This is an optimization exercise on Yosys and OpenROAD, whose aim is a short achievable clock period and few clock cycles, not a production implementation. In this exercise RTL edits were held to simulation tests only and were not proved equivalent to the original. No activity file was given, so power comes from the tool's default toggle rates.

File: flow/config.mk
export PLATFORM = sky130hd
export DESIGN_NAME = ccsds_tc_codec
export DESIGN_NICKNAME = ccsds_tc_codec
export VERILOG_FILES = /design/flow/design.v
export SDC_FILE = /design/flow/constraint.sdc
export NUM_CORES = 4
export LEC_CHECK = 0
export CAP_MARGIN = 20
export CORE_MARGIN = 2
export CORE_UTILIZATION = 30
export SLEW_MARGIN = 20
File: flow/constraint.sdc
create_clock -name core_clock -period 9.0 [get_ports {clk}]
set_input_delay 1.8000 -clock core_clock [delete_from_list [all_inputs] [get_ports {clk}]]
set_output_delay 1.8000 -clock core_clock [all_outputs]
set_load 0.01 [all_outputs]
File: flow/design.v
module ccsds_tc_codec (
    input  wire        clk,
    input  wire        rst,
    input  wire        reg_wr,
    input  wire [3:0]  reg_addr,
    input  wire [31:0] reg_wdata,
    output reg  [31:0] reg_rdata,
    output wire        busy,
    output reg         mem_en,
    output reg         mem_we,
    output reg  [15:0] mem_addr,
    output reg  [7:0]  mem_wdata,
    input  wire [7:0]  mem_rdata
);
    localparam [33:0] DMEM_BYTES = 34'd65536;
    localparam [3:0] A_CMD = 4'h0, A_STATUS = 4'h1, A_RESULT = 4'h2, A_PKT = 4'h3,
                     A_CAP = 4'h4, A_PLADDR = 4'h5, A_PLLEN = 4'h6, A_APID = 4'h7,
                     A_SEQ = 4'h8, A_FUNC = 4'h9, A_DAPID = 4'hA, A_DSEQ = 4'hB,
                     A_DLEN = 4'hC, A_DFUNC = 4'hD;
    localparam [7:0] OP_CLEAR = 8'h01, OP_CSCOMP = 8'h30, OP_CSLOAD = 8'h31,
                     OP_CSVAL = 8'h32, OP_BUILD = 8'h40, OP_DECODE = 8'h41;
    localparam [3:0] E_NULL = 4'd1, E_SMALL = 4'd2, E_OVF = 4'd3, E_CSUM = 4'd4,
                     E_ACCESS = 4'd5, E_ILLEGAL = 4'd6;
    localparam [3:0] S_IDLE  = 4'd0,  S_EXEC  = 4'd1,  S_FRD  = 4'd2,  S_FRDW = 4'd3,
                     S_FEXEC = 4'd4,  S_FWR   = 4'd5,  S_XRD  = 4'd6,  S_XRDW = 4'd7,
                     S_XEND  = 4'd8,  S_BRD   = 4'd9,  S_BRDW = 4'd10, S_BWR  = 4'd11,
                     S_BHDR  = 4'd12;
    reg [3:0]  st_err;
    reg        st_valid;
    reg [16:0] result;
    reg [31:0] pkt, cap, pladdr, pllen, arg_apid, arg_seq, arg_func;
    reg [10:0] dec_apid;
    reg [13:0] dec_seq;
    reg [16:0] dec_len;
    reg [6:0]  dec_func;
    reg [3:0]  state;
    reg [7:0]  op;
    reg        rsvc_nz;
    reg [15:0] val;
    reg [63:0] hdr;       
    reg [16:0] idx;       
    reg [2:0]  span_hi;   
    reg [16:0] tlen;      
    reg [7:0]  acc;       
    reg [15:0] src, dst;  
    reg [15:0] cnt;       
    reg        bwd;       
    reg [7:0]  bbuf;      
    assign busy = (state != S_IDLE);
    wire [3:0] fld    = op[3:0];
    wire       is_set = (op[7:4] == 4'h1) && (op[3:0] <= 4'd9);
    wire       is_get = (op[7:4] == 4'h2) && (op[3:0] <= 4'd9);
    wire       is_cs  = (op == OP_CSCOMP) || (op == OP_CSLOAD) || (op == OP_CSVAL) ||
                        (op == OP_DECODE);
    wire       legal  = is_set || is_get || is_cs || (op == OP_CLEAR) || (op == OP_BUILD);
    wire       illegal = !legal || rsvc_nz || (!is_set && (val != 16'd0));
    wire [7:0] h0 = hdr[7:0],   h1 = hdr[15:8],  h2 = hdr[23:16], h3 = hdr[31:24];
    wire [7:0] h4 = hdr[39:32], h5 = hdr[47:40], h6 = hdr[55:48], h7 = hdr[63:56];
    reg [2:0] f_lo, f_hi;
    always @(*) begin
        case (fld)
            4'd0, 4'd1, 4'd2: begin f_lo = 3'd0; f_hi = 3'd0; end
            4'd3:             begin f_lo = 3'd0; f_hi = 3'd1; end
            4'd4:             begin f_lo = 3'd2; f_hi = 3'd2; end
            4'd5:             begin f_lo = 3'd2; f_hi = 3'd3; end
            4'd6:             begin f_lo = 3'd4; f_hi = 3'd5; end
            4'd7, 4'd8:       begin f_lo = 3'd6; f_hi = 3'd6; end
            default:          begin f_lo = 3'd7; f_hi = 3'd7; end
        endcase
    end
    reg [16:0] getf;
    always @(*) begin
        case (fld)
            4'd0:    getf = {14'd0, h0[7:5]};
            4'd1:    getf = {16'd0, h0[4]};
            4'd2:    getf = {16'd0, h0[3]};
            4'd3:    getf = {6'd0, h0[2:0], h1};
            4'd4:    getf = {15'd0, h2[7:6]};
            4'd5:    getf = {3'd0, h2[5:0], h3};
            4'd6:    getf = {1'b0, h4, h5} + 17'd7;
            4'd7:    getf = {16'd0, h6[7]};
            4'd8:    getf = {10'd0, h6[6:0]};
            default: getf = {9'd0, h7};
        endcase
    end
    wire [15:0] len_store = val - 16'd7;
    reg  [63:0] setf;
    always @(*) begin
        setf = hdr;
        case (fld)
            4'd0:    setf[7:5]   = val[2:0];
            4'd1:    setf[4]     = val[0];
            4'd2:    setf[3]     = val[0];
            4'd3:    begin setf[2:0] = val[10:8]; setf[15:8] = val[7:0]; end
            4'd4:    setf[23:22] = val[1:0];
            4'd5:    begin setf[21:16] = val[13:8]; setf[31:24] = val[7:0]; end
            4'd6:    begin setf[39:32] = len_store[15:8]; setf[47:40] = len_store[7:0]; end
            4'd7:    setf[55]    = val[0];
            4'd8:    setf[54:48] = val[6:0];
            default: setf[63:56] = val[7:0];
        endcase
    end
    wire [33:0] pkt_end_field = {2'b0, pkt} + {31'd0, f_hi} + 34'd1;
    wire        pkt_hdr_ok    = ({2'b0, pkt} + 34'd6) <= DMEM_BYTES;
    wire [16:0] hdr_tlen      = {1'b0, h4, h5} + 17'd7;
    wire [16:0] cs_need       = ((op == OP_CSLOAD) && (hdr_tlen < 17'd8)) ? 17'd8 : hdr_tlen;
    wire        cs_range_ok   = ({2'b0, pkt} + {17'd0, cs_need}) <= DMEM_BYTES;
    wire [32:0] b_tlen   = {1'b0, pllen} + 33'd8;
    wire        b_small  = b_tlen > {1'b0, cap};
    wire        b_ovf    = b_tlen > 33'd65535;
    wire        b_plnull = (pllen != 32'd0) && (pladdr == 32'd0);
    wire        b_dst_ok = ({2'b0, pkt} + {1'b0, b_tlen}) <= DMEM_BYTES;
    wire        b_src_ok = (pllen == 32'd0) || (({2'b0, pladdr} + {2'b0, pllen}) <= DMEM_BYTES);
    wire        b_bwd    = {1'b0, pladdr} < ({1'b0, pkt} + 33'd8);
    wire [15:0] b_len    = pllen[15:0] + 16'd1;
    wire [63:0] b_hdr    = {8'h00, 1'b0, arg_func[6:0], b_len[7:0], b_len[15:8],
                            arg_seq[7:0], 2'b11, arg_seq[13:8],
                            arg_apid[7:0], 5'b00011, arg_apid[10:8]};
    wire [7:0] hdr_xor   = h0 ^ h1 ^ h2 ^ h3 ^ h4 ^ h5 ^ h6;
    always @(*) begin
        mem_en    = 1'b0;
        mem_we    = 1'b0;
        mem_addr  = pkt[15:0] + idx[15:0];
        mem_wdata = hdr[{idx[2:0], 3'b000} +: 8];
        case (state)
            S_FRD, S_XRD: mem_en = 1'b1;
            S_FWR: begin
                mem_en = 1'b1;
                mem_we = 1'b1;
            end
            S_XEND: begin
                mem_en    = (op == OP_CSLOAD);
                mem_we    = (op == OP_CSLOAD);
                mem_addr  = pkt[15:0] + 16'd7;
                mem_wdata = acc;
            end
            S_BRD: begin
                mem_en   = 1'b1;
                mem_addr = src;
            end
            S_BWR: begin
                mem_en    = 1'b1;
                mem_we    = 1'b1;
                mem_addr  = dst;
                mem_wdata = bbuf;
            end
            S_BHDR: begin
                mem_en = 1'b1;
                mem_we = 1'b1;
                if (idx[2:0] == 3'd7)
                    mem_wdata = acc ^ hdr_xor;
            end
            default: ;
        endcase
    end
    always @(*) begin
        case (reg_addr)
            A_STATUS: reg_rdata = {27'd0, st_valid, st_err};
            A_RESULT: reg_rdata = {15'd0, result};
            A_PKT:    reg_rdata = pkt;
            A_CAP:    reg_rdata = cap;
            A_PLADDR: reg_rdata = pladdr;
            A_PLLEN:  reg_rdata = pllen;
            A_APID:   reg_rdata = arg_apid;
            A_SEQ:    reg_rdata = arg_seq;
            A_FUNC:   reg_rdata = arg_func;
            A_DAPID:  reg_rdata = {21'd0, dec_apid};
            A_DSEQ:   reg_rdata = {18'd0, dec_seq};
            A_DLEN:   reg_rdata = {15'd0, dec_len};
            A_DFUNC:  reg_rdata = {25'd0, dec_func};
            default:  reg_rdata = 32'd0;
        endcase
    end
    always @(posedge clk) begin
        if (rst) begin
            state    <= S_IDLE;
            st_err   <= 4'd0;
            st_valid <= 1'b0;
            result   <= 17'd0;
            pkt      <= 32'd0;
            cap      <= 32'd0;
            pladdr   <= 32'd0;
            pllen    <= 32'd0;
            arg_apid <= 32'd0;
            arg_seq  <= 32'd0;
            arg_func <= 32'd0;
            dec_apid <= 11'd0;
            dec_seq  <= 14'd0;
            dec_len  <= 17'd0;
            dec_func <= 7'd0;
        end else begin
            case (state)
                S_IDLE: begin
                    if (reg_wr) begin
                        case (reg_addr)
                            A_CMD: begin
                                op      <= reg_wdata[31:24];
                                rsvc_nz <= (reg_wdata[23:16] != 8'd0);
                                val     <= reg_wdata[15:0];
                                state   <= S_EXEC;
                            end
                            A_PKT:    pkt      <= reg_wdata;
                            A_CAP:    cap      <= reg_wdata;
                            A_PLADDR: pladdr   <= reg_wdata;
                            A_PLLEN:  pllen    <= reg_wdata;
                            A_APID:   arg_apid <= reg_wdata;
                            A_SEQ:    arg_seq  <= reg_wdata;
                            A_FUNC:   arg_func <= reg_wdata;
                            default: ;
                        endcase
                    end
                end
                S_EXEC: begin
                    if (illegal) begin
                        st_err   <= E_ILLEGAL;
                        st_valid <= 1'b0;
                        result   <= 17'd0;
                        state    <= S_IDLE;
                    end else if (pkt == 32'd0) begin
                        st_err   <= E_NULL;
                        st_valid <= 1'b0;
                        result   <= 17'd0;
                        state    <= S_IDLE;
                        if (op == OP_DECODE) begin
                            dec_apid <= 11'd0;
                            dec_seq  <= 14'd0;
                            dec_len  <= 17'd0;
                            dec_func <= 7'd0;
                        end
                    end else if (is_set || is_get) begin
                        if (pkt_end_field > DMEM_BYTES) begin
                            st_err   <= E_ACCESS;
                            st_valid <= 1'b0;
                            result   <= 17'd0;
                            state    <= S_IDLE;
                        end else begin
                            idx     <= {14'd0, f_lo};
                            span_hi <= f_hi;
                            state   <= S_FRD;
                        end
                    end else if (op == OP_CLEAR) begin
                        if (({2'b0, pkt} + 34'd8) > DMEM_BYTES) begin
                            st_err   <= E_ACCESS;
                            st_valid <= 1'b0;
                            result   <= 17'd0;
                            state    <= S_IDLE;
                        end else begin
                            hdr     <= 64'h0000_0000_00C0_0000;
                            idx     <= 17'd0;
                            span_hi <= 3'd7;
                            state   <= S_FWR;
                        end
                    end else if (is_cs) begin
                        if (!pkt_hdr_ok) begin
                            st_err   <= E_ACCESS;
                            st_valid <= 1'b0;
                            result   <= 17'd0;
                            state    <= S_IDLE;
                            if (op == OP_DECODE) begin
                                dec_apid <= 11'd0;
                                dec_seq  <= 14'd0;
                                dec_len  <= 17'd0;
                                dec_func <= 7'd0;
                            end
                        end else begin
                            idx     <= 17'd4;
                            span_hi <= 3'd5;
                            state   <= S_FRD;
                        end
                    end else begin
                        if (b_small || b_ovf || b_plnull || !b_dst_ok || !b_src_ok) begin
                            st_err   <= b_small ? E_SMALL : b_ovf ? E_OVF :
                                        b_plnull ? E_NULL : E_ACCESS;
                            st_valid <= 1'b0;
                            result   <= 17'd0;
                            state    <= S_IDLE;
                        end else begin
                            hdr  <= b_hdr;
                            tlen <= b_tlen[16:0];
                            acc  <= 8'hFF;
                            cnt  <= pllen[15:0];
                            bwd  <= b_bwd;
                            idx  <= 17'd0;
                            if (b_bwd) begin
                                src <= pladdr[15:0] + pllen[15:0] - 16'd1;
                                dst <= pkt[15:0] + 16'd7 + pllen[15:0];
                            end else begin
                                src <= pladdr[15:0];
                                dst <= pkt[15:0] + 16'd8;
                            end
                            state <= (pllen == 32'd0) ? S_BHDR : S_BRD;
                        end
                    end
                end
                S_FRD: state <= S_FRDW;
                S_FRDW: begin
                    hdr[{idx[2:0], 3'b000} +: 8] <= mem_rdata;
                    if (idx[2:0] == span_hi)
                        state <= S_FEXEC;
                    else begin
                        idx   <= idx + 17'd1;
                        state <= S_FRD;
                    end
                end
                S_FEXEC: begin
                    if (is_cs) begin
                        if (!cs_range_ok) begin
                            st_err   <= E_ACCESS;
                            st_valid <= 1'b0;
                            result   <= 17'd0;
                            state    <= S_IDLE;
                            if (op == OP_DECODE) begin
                                dec_apid <= 11'd0;
                                dec_seq  <= 14'd0;
                                dec_len  <= 17'd0;
                                dec_func <= 7'd0;
                            end
                        end else begin
                            tlen  <= hdr_tlen;
                            acc   <= 8'hFF;
                            idx   <= 17'd0;
                            state <= S_XRD;
                        end
                    end else if (is_get) begin
                        st_err   <= 4'd0;
                        st_valid <= 1'b0;
                        result   <= getf;
                        state    <= S_IDLE;
                    end else begin
                        hdr   <= setf;
                        idx   <= {14'd0, f_lo};
                        state <= S_FWR;
                    end
                end
                S_FWR: begin
                    if (idx[2:0] == span_hi) begin
                        st_err   <= 4'd0;
                        st_valid <= 1'b0;
                        result   <= 17'd0;
                        state    <= S_IDLE;
                    end else
                        idx <= idx + 17'd1;
                end
                S_XRD: state <= S_XRDW;
                S_XRDW: begin
                    if (!((op == OP_CSLOAD) && (idx == 17'd7)))
                        acc <= acc ^ mem_rdata;
                    if (idx < 17'd8)
                        hdr[{idx[2:0], 3'b000} +: 8] <= mem_rdata;
                    if (idx == tlen - 17'd1)
                        state <= S_XEND;
                    else begin
                        idx   <= idx + 17'd1;
                        state <= S_XRD;
                    end
                end
                S_XEND: begin
                    state <= S_IDLE;
                    case (op)
                        OP_CSCOMP, OP_CSLOAD: begin
                            st_err   <= 4'd0;
                            st_valid <= 1'b0;
                            result   <= {9'd0, acc};
                        end
                        default: begin
                            if (acc == 8'd0) begin
                                st_err   <= 4'd0;
                                st_valid <= 1'b1;
                                result   <= 17'd1;
                            end else begin
                                st_err   <= E_CSUM;
                                st_valid <= 1'b0;
                                result   <= 17'd0;
                            end
                            if (op == OP_DECODE) begin
                                dec_apid <= (acc == 8'd0) ? {h0[2:0], h1} : 11'd0;
                                dec_seq  <= (acc == 8'd0) ? {h2[5:0], h3} : 14'd0;
                                dec_len  <= (acc == 8'd0) ? tlen : 17'd0;
                                dec_func <= (acc == 8'd0) ? h6[6:0] : 7'd0;
                            end
                        end
                    endcase
                end
                S_BRD: state <= S_BRDW;
                S_BRDW: begin
                    bbuf  <= mem_rdata;
                    acc   <= acc ^ mem_rdata;
                    state <= S_BWR;
                end
                S_BWR: begin
                    cnt <= cnt - 16'd1;
                    if (bwd) begin
                        src <= src - 16'd1;
                        dst <= dst - 16'd1;
                    end else begin
                        src <= src + 16'd1;
                        dst <= dst + 16'd1;
                    end
                    state <= (cnt == 16'd1) ? S_BHDR : S_BRD;
                end
                S_BHDR: begin
                    if (idx[2:0] == 3'd7) begin
                        st_err   <= 4'd0;
                        st_valid <= 1'b0;
                        result   <= tlen;
                        state    <= S_IDLE;
                    end else
                        idx <= idx + 17'd1;
                end
                default: state <= S_IDLE;
            endcase
        end
    end
endmodule
File: flow/run.sh
#!/bin/bash
# synth_recipe.tcl (not shown) runs the flow's synth.tcl, then flattens the netlist and writes it again
# the make line also repeats each setting of config.mk as NAME=value (left out here)
make -C /OpenROAD-flow-scripts/flow DESIGN_CONFIG=/design/flow/config.mk WORK_HOME=/design/flow/orfs CLKGATE_MAP_FILE= SYNTH_SCRIPT=/design/flow/synth_recipe.tcl finish
==> run notes <==
[sequential cells by signal, summed over array words and instances (netlist names), 17 cells and up]
name      flops
arg_apid     32
arg_func     32
arg_seq      32
cap          32
dec_len      17
hdr          64
idx          17
pkt          32
pladdr       32
pllen        32
result       17
tlen         17
[cell families (layout without fill, tap and decap cells)]
group / Yosys count / in the layout
adders and majority gates: 268 / 268
muxes: 155 / 155
DFF: 493 / 493
and+or+nand+nor: 1862 / 1862
other: 0 / 4
xor gates and xnor gates: 327 / 327
AOI/OAI and AO/OA: 1380 / 1380
buffers and inverters: 548 / 554
[layout make-up]
type,count,share of cell area (%)
clock inverters,25,0.683
well taps,1755,4.91
inverters,215,1.81
clock buffers,82,3.60
repair buffers,232,4.49
multi-input cells,3992,58.1
flip-flops and latches,493,26.4
diodes,4,0.0224
[critical path: cells and delay by family, from the launching register on]
| family | cells | cell delay (ps) |
|---|---|---|
| compound gates | 7 | 2490 |
| fa+ha+maj | 2 | 870 |
| flops | 1 | 750 |
| buf+inv | 1 | 230 |
| xor+xnor | 2 | 990 |
| simple gates | 7 | 2620 |
[per-layer routing]
layer  vias up  global-route usage (%)  part of all wire, %
li1      18217                       -                    -
met1     19962                    37.2                   41
met2      2757                    39.7                   41
met3       536                    7.81                   13
met5         -                       0                0.029
met4        10                    14.1                  6.0
[stage by stage]
stage | total power [mW] | instance area [um^2] | utilization [%] | worst slack (ps)
floorplan | 2.73 | 39700 | - | 1100
global placement | 2.98 | 42700 | 32.5 | 989
detailed placement | 2.99 | 42700 | 32.5 | 817
CTS | 5.40 | 44700 | 34.0 | 781
global route | 5.53 | 44700 | 34.0 | 321
finish | 5.42 | 44700 | 34.0 | 620
[final timing paths]
check	slack, ps	to	start	depth (start not counted)
worst max-delay path	620	hdr[10]$_DFFE_PP_	pllen[3]$_SDFFE_PP0P_	19
worst min-delay path	450	arg_func[13]$_SDFFE_PP0P_	arg_func[13]$_SDFFE_PP0P_	2
worst max register to register	620	hdr[10]$_DFFE_PP_	pllen[3]$_SDFFE_PP0P_	19
worst min register to register	450	arg_func[13]$_SDFFE_PP0P_	arg_func[13]$_SDFFE_PP0P_	2
[layout by cell type, fill, tap and decap left out, drive strengths merged, types with 40 or more instances in the layout]
master,Yosys,layout
o211ai,44,44
mux2i,113,113
xnor2,225,225
nor4,73,73
ha,259,259
clkdlybuf4s50,0,104
nand2,873,873
nor3,105,105
a21oi,473,473
nand4,76,76
edfxtp,191,191
nor2,293,293
nand2b,47,47
nand3,153,153
clkbuf,266,83
xor2,102,102
dfxtp,302,302
buf,67,127
a21o,55,55
o21ai,205,205
inv,214,216
a22oi,150,150
a211oi,40,40
nor2b,47,47
a222oi,44,44
a31oi,44,44
[report_power, final]
group          internal, mW  switching, mW  total, mW  leakage [nW]
clock network          1.37           1.08       2.45         0.937
logic                 0.191          0.406      0.597          11.0
registers              2.33         0.0350       2.37          4.20
==> run notes <==
* CTS clk-pin slew, worst paths at 60 ps
* Worst setup SP type: register
* CP Class: register to register
* # nets final at 5306
* CP max stage cell: nor2_1
* Post-route setup TNS at 0 ps
* Synth warnings at 1
* CTS tree: done
* Tcrit/Tclk final at 93.1%
* Max Clk Rate at 119 MHz
* Initial Utilization at 30.2%
* Largest net degree at the start of global routing at 99
* Post-synthesis mux area share at 4.55%
* Number of enable flip-flop cells after synthesis at 191
* Adder-cell area share of the yosys netlist at 8.61%
* Worst Setup End Kind: register
* Post-Synth Simple-Gate Area at 21.7%
* # port buffers at 105
* Most common cell in the synthesized netlist: nand2_1
* Number of global-route vias before repair at 37900
* Post-route ant nets at 0
* Max Fanout on Critical Path at 13
* Global-route wire length before repair at 275000 um
* H-Tree Depth at 2
* Seq/Total Area, Yosys at 29.6%
* Core Box Area at 131000 um^2
* Top area cells in the synthesized netlist: dfxtp_1, edfxtp_1, nand2_1, ha_1, a21oi_1
* Cts hold-fix bufs at 0
* Multi-input logic area at 26000 um^2
* I/O pin count at 106
* Worst-path cell chain: ha_1 > nand4_2 > nor3_2 > and3_1 > xor2_1 > ha_1 > a21oi_1 > o21ai_0 > a21o_1 > nor3b_1 > a2111oi_1 > o221ai_1 > xor2_1 > nor4_1 > nand4_1 > a211oi_1 > o21ai_1 > buf_4 > nor2_1
* # DRC at 0
* Final Slew Violations at 0
* WL final at 195000 um
* Hold WC Path Type: register to register
* Slew headroom at 15.9%
* Post-CTS resize count at 0
* Synth-to-Final Area Change at 12.4%
* Max stage delay on crit path at 840 ps
* Measured slew at the worst slew-check pin at 1240 ps
* Post-synthesis register bit count at 493
* Largest family of logic cells by synthesized area: compound AO/OA/AOI/OAI gates
* WP data required at 9300 ps
* Yosys top cell area share at 15.2%
* Initial antenna violation count at 12
* Max Clock Skew at 69.9 ps
* Vias after detailed routing at 41482
* Post-synthesis xor/xnor area fraction at 7.21%
* CP arrival at 8680 ps
* Die width at 368 um
* Status: timing/DRC/antenna clean
* Total gr overflow at 0
* Synth async-reset ratio at 0%
* Pwr per Cell Area at 121 nW/um^2
* Max_cap viols at 0
* Synthesized area at 39700 um^2
* FF+latch area at 11800 um^2
* Finished Layout Cells at 6798
* Final count of hold timing violations at 0
* Die Footprint at 135000 um^2
* Fill cells at 13872
* Global Route Usage Sum at 27.5%
* Post-CTS Setup Bufs at 0
* Post-Syn Nets at 5348
* Sink Count at 493
* Post-synth top flop: dfxtp_1
* Top cells by count, synth: nand2_1, a21oi_1, dfxtp_1
* Starting DRT DRC Count at 6772
* Synth Area in Compound Gates at 22.9%
* Die Y at 368 um
* CTS buffer count at 57
* 1st-pass router iterations at 8
* Minimum clock period at 8380 ps
* Static Leak at 16.1 nW
* Vias per cell at 6.10
* HPWL after DPL at 148000 um
* WHS at 455 ps
* Mean post-synth cell area at 7.90 um^2
* VDD IR max at 0.000137 V
* Synth Instances at 5033
* Number of distinct library cells after synthesis at 102
* Clock Tree Buf Depth at 3
* Root buffer cell: clkbuf_16
* Std-Cell Rows at 133
* RD Place Congestion at 1.05
* Final Setup Violations at 0
* Routed len/inst at 28.7 um
* Share of post-route cells with drive strength above 1 at 7.03%
* RSZ-0062 raised after global routing: false
* # placed instances at 6687
* Clk Latency, worst-skew pair at 720 ps
* Cell taking the most area after synthesis: dfxtp_1
Testbench counts, summed over its fixed seeds: cycles 597,651.

-- separate check: timing with driven ports --
How much do the figures lean on ideal ports? The routed layout below was timed once more, with nothing changed but the port constraints.
Step 1 sets driving cells, clkbuf_16 on the clock port and buf_2 on the other inputs (assumed; they add their load-dependent delay and slew).
Step 2 adds t to the input delays and takes it off the output delays; t is the mean of the earliest and latest rising clock arrival at the registers after step 1. Input paths then give back, and output paths get back, about the clock's delay inside the block.
Slacks: no drivers / after step 1 / after step 2; pairs: no drivers / after step 1.
t, ns: 0.759
slack for setup (ns): 0.620 / 0.620 / 0.620
slew at the worst register clock pin (ns): 0.08 / 0.08
After both steps setup and hold are still met in this run. The setup slack of this run moves by 0.000 ns with the drivers and by 0.000 ns with both steps.
